Background: an optimization exercise with open tools, aiming at small area. Do not read the settings as production practice.
Only simulation tests tie the RTL to the original design; equivalence was not proved.
The flow treats the clock pin as an ideal source. Dropping or thinning the clock tree relies on that and would not hold on a real chip.
Power figures rest on the tool's default switching activity, not on a simulated workload.

Setup of the baseline:
Design sdes12_engine, start of the top module:
module sdes12_engine (
    input  wire        clk,
    input  wire        rst,
    input  wire        cmd_valid,
    input  wire [31:0] cmd,
    output wire        cmd_ready,
    output wire [31:0] status,
    output wire [11:0] result
);
export LEC_CHECK = 0
export CAP_MARGIN = 20
export CORE_MARGIN = 2
export CORE_UTILIZATION = 70
export SLEW_MARGIN = 20
create_clock -name core_clock -period 10.0 [get_ports {clk}]
standard.sh (not shown) runs the stock make flow with config.mk's settings and CLKGATE_MAP_FILE= SYNTH_SCRIPT=/design/flow/synth_recipe.tcl, a recipe that flattens the netlist after the stock synthesis.
==> flow/flow/run.sh <==
#!/bin/bash
# Own layout flow: the standard ORFS flow (standard.sh) with these
# layout choices changed:
#  - synthesis: the ABC mapping step uses an area script (flow/area.abc),
#    run once per seed in MY_ABC_SEEDS keeping the smallest result, and no
#    adder extraction; everything else, including the registers, is
#    the standard synthesis (synth_recipe.tcl);
#  - port buffers use the smallest buffer cell (buf_1);
#  - clock tree: a one-level tree of MCTS_GROUPS clkbuf_16 buffers, each
#    driving a placement cluster of flip-flops (flow/manual_cts.tcl),
#    instead of TritonCTS's H-tree;
#  - one tie cell drives all constant outputs (no per-port tie copies).
# Every tool's output goes to the ORFS logs under orfs/logs and to
# flow_make.log in the work folder.
set -euo pipefail
W=$(pwd)
F=$W/flow
{ cat "$F/abc_override.tcl"; cat "$W/synth_recipe.tcl"; } > "$W/own_synth.tcl"
export MY_ABC_SCRIPT=$F/area.abc
export MY_ABC_SEEDS="1 2 3 4"
export ADDER_MAP_FILE=
export SKIP_REPAIR_TIE_FANOUT=1
export BUFFER_PORTS_ARGS="-buffer_cell sky130_fd_sc_hd__buf_1"
export PRE_CTS_TCL=$F/manual_cts.tcl
export MCTS_GROUPS=4 MCTS_BUF=sky130_fd_sc_hd__clkbuf_16 MCTS_CLK=clk MCTS_ROOT=
sed "s#SYNTH_SCRIPT=[^ ]*#SYNTH_SCRIPT=$W/own_synth.tcl#" "$W/standard.sh" > "$W/own_standard.sh"
bash "$W/own_standard.sh" > "$W/flow_make.log" 2>&1
Other scripts of this flow, unchanged in this note and not shown: flow/flow/abc_override.tcl, flow/flow/area.abc, flow/flow/manual_cts.tcl
What the candidate does differently from the baseline at the input level:
diff --git a/flow/design.v b/flow/design.v
--- a/flow/design.v
+++ b/flow/design.v
@@ -99,17 +99,17 @@
         else case (c_op)
             4'h1: if (n_gt9) nerr = 3'd1;
             4'h2, 4'h3: if (n_gt9) nerr = 3'd1; else if (!keys_ok) nerr = 3'd2;
             4'h4: if (n_gt8) nerr = 3'd3;
             4'h5, 4'h8, 4'h9: if (n_gt8) nerr = 3'd3; else if (!key_ok) nerr = 3'd2;
             default: ;
         endcase
         if (nerr != 3'd0) nxt = S_FIN;
-        else if (c_op[3:1] == 3'b001 && z_n) nxt = S_SW;
+        else if (c_op[3:2] == 2'b00 && c_op[1:0] != 2'b00 && z_n) nxt = c_op[1] ? S_SW : S_FIN;
         else nxt = c_op;
     end
     wire ld_res = (nerr == 3'd0) && (c_op[3] | c_op[2] & (c_op[1] | c_op[0]) | c_op[1]);
     reg [3:0] h_nx;
     always @* begin
         case (h)
             4'd0: h_nx = 4'd1; 4'd1: h_nx = 4'd2; 4'd2: h_nx = 4'd3;
             4'd3: h_nx = 4'd4; 4'd4: h_nx = 4'd5; 4'd5: h_nx = 4'd6;
@@ -134,34 +134,40 @@
                         kr[2], kr[3], kr[4], kr[5], kr[6], kr[7]};
     wire accept = cmd_valid & ~busy & ~rst;
     assign cmd_ready = ~busy & ~rst;
     reg fin;           
     reg [3:0] fsm_nx;
     reg [11:0] res_nx;
     reg rot;           
     reg tp_step;
+    reg kv_set;        
+    reg tp_nx0;
     reg ph_nx;
     always @* begin
         ph_nx = ph;
+        kv_set = 1'b0;
+        tp_nx0 = tp[0];
         sw = 1'b0;
         zl = 1'b0;
         fin = 1'b0;
         fsm_nx = fsm;
         res_nx = res;
         wr = 1'b0;
         rot = 1'b0;
         tp_step = 1'b0;
         case (fsm)
             S_FIN: fin = 1'b1;
             S_KG: if (ph || h == 4'd1) begin
                 wr = 1'b1; rot = 1'b1; ph_nx = 1'b1;
+                kv_set = (h == 4'd0) || !(tp[0] || at_ix);
+                if (at_ix) tp_nx0 = 1'b1;
                 if (h == 4'd0) fin = 1'b1;
             end
-            S_WR: if (at_ix) begin wr = 1'b1; fin = 1'b1; end
+            S_WR: if (at_ix) begin wr = 1'b1; kv_set = 1'b1; fin = 1'b1; end
             S_IRD, S_IRF, S_IRN: begin
                 if (at_ix) ph_nx = 1'b1;
                 if (ph) begin
                     fin = 1'b1;
                     zl = (fsm == S_IRF);
                     res_nx = (fsm == S_IRD) ? {4'd0, y} : rnd;
                 end
             end
@@ -202,37 +208,37 @@
         if (accept) begin
             fsm <= nxt;
             {tp, ph} <= (nxt == S_SBS || nxt == S_SBE) ? 3'b110 : nerr;
             ix  <= {c_n[3] & ~c_n[0], c_n[2:1], c_n[0] & ~c_n[3]};
         end else begin
             fsm <= fsm_nx;
             ph  <= ph_nx;
             if (tp_step) tp <= {~tp[1] & ~tp[0], tp[1]};
+            else tp[0] <= tp_nx0;
         end
         if (rst) begin
             busy <= 1'b0;
             done <= 1'b0;
             err  <= 3'd0;
             rkv  <= 9'd0;
             res  <= 12'd0;
             h    <= 4'd0;
         end else begin
             h <= h_nx;
             if (accept) begin
                 busy <= 1'b1;
                 done <= 1'b0;
                 err  <= 3'd0;
                 if (ld_res) res <= c_d;
                 if (!illegal && c_op == 4'h1)
-                    rkv <= n_gt9 ? 9'd0 : nmask;
-                if (nerr == 3'd0 && c_op == 4'h4)
-                    rkv[c_n] <= 1'b1;
+                    rkv <= 9'd0;
             end else if (busy) begin
                 res <= res_nx;
+                if (kv_set) rkv[h] <= 1'b1;
                 if (fin) begin
                     busy <= 1'b0;
                     done <= 1'b1;
                     err  <= (fsm == S_FIN) ? {tp, ph} : 3'd0;
                 end
             end
         end
     end
[summary]
- The candidate against the baseline: peak supply drop went up 0.15 mV; half-perimeter wire length of the detailed placement result went down about 7%; post-route worst setup slack went up 0.38 ns; fraction of area in registers held.
- Cmp the baseline and the candidate / final cycle utilization of the critical path / lower: the candidate
- Post-synthesis net count of the candidate falls short of that of the baseline by a few percent.
- Cmp the baseline and the candidate / shortest clock period the worst path allows after layout / lower: the candidate
- There was hardly any difference in clock latency at the later pin of the worst-skew pair between the candidate and the baseline.
- Total power of the candidate is lower than that of the baseline.
- Lower unique cell type count in the Yosys netlist among the baseline and the candidate: the baseline
- Final area of the candidate is on par with the baseline.
- Between the candidate and the baseline, it is the candidate whose via count is lower, by 115.
- Delta (the candidate minus the baseline): multi-input combinational cell count decreased by 13 relative to the old numbers, critical path depth decreased by 4 relative to the old numbers.
In every run of this note, the design's own scripts or RTL, not TritonCTS, make the clock network.

==> separate check: timing with driven ports <==
The flow's constraints put no driver on any port. The routed layouts listed below were extracted and timed again, unchanged, in two steps.
Step 1, drivers: a clkbuf_16 drives clk and a buf_2 each remaining input, both assumed.
Step 2 adds t to the input delays and takes it off the output delays; t is the mean of the earliest and latest rising clock arrival at the registers after step 1. Input paths then give back, and output paths get back, about the clock's delay inside the block.
Three values: no drivers, after step 1, after step 2; two values: the first two.
run | t (ns) | slack for setup (ns) | cell pins on the clock port's net
the baseline | 0.251 | 3.969 / 4.026 / 3.775 | 4
the candidate | 0.245 | 4.345 / 4.406 / 4.161 | 4
After both steps setup and hold are still met in every run listed. For the baseline, which loses most, drivers alone change the setup slack by +0.057 ns; drivers and shift together by -0.194 ns.
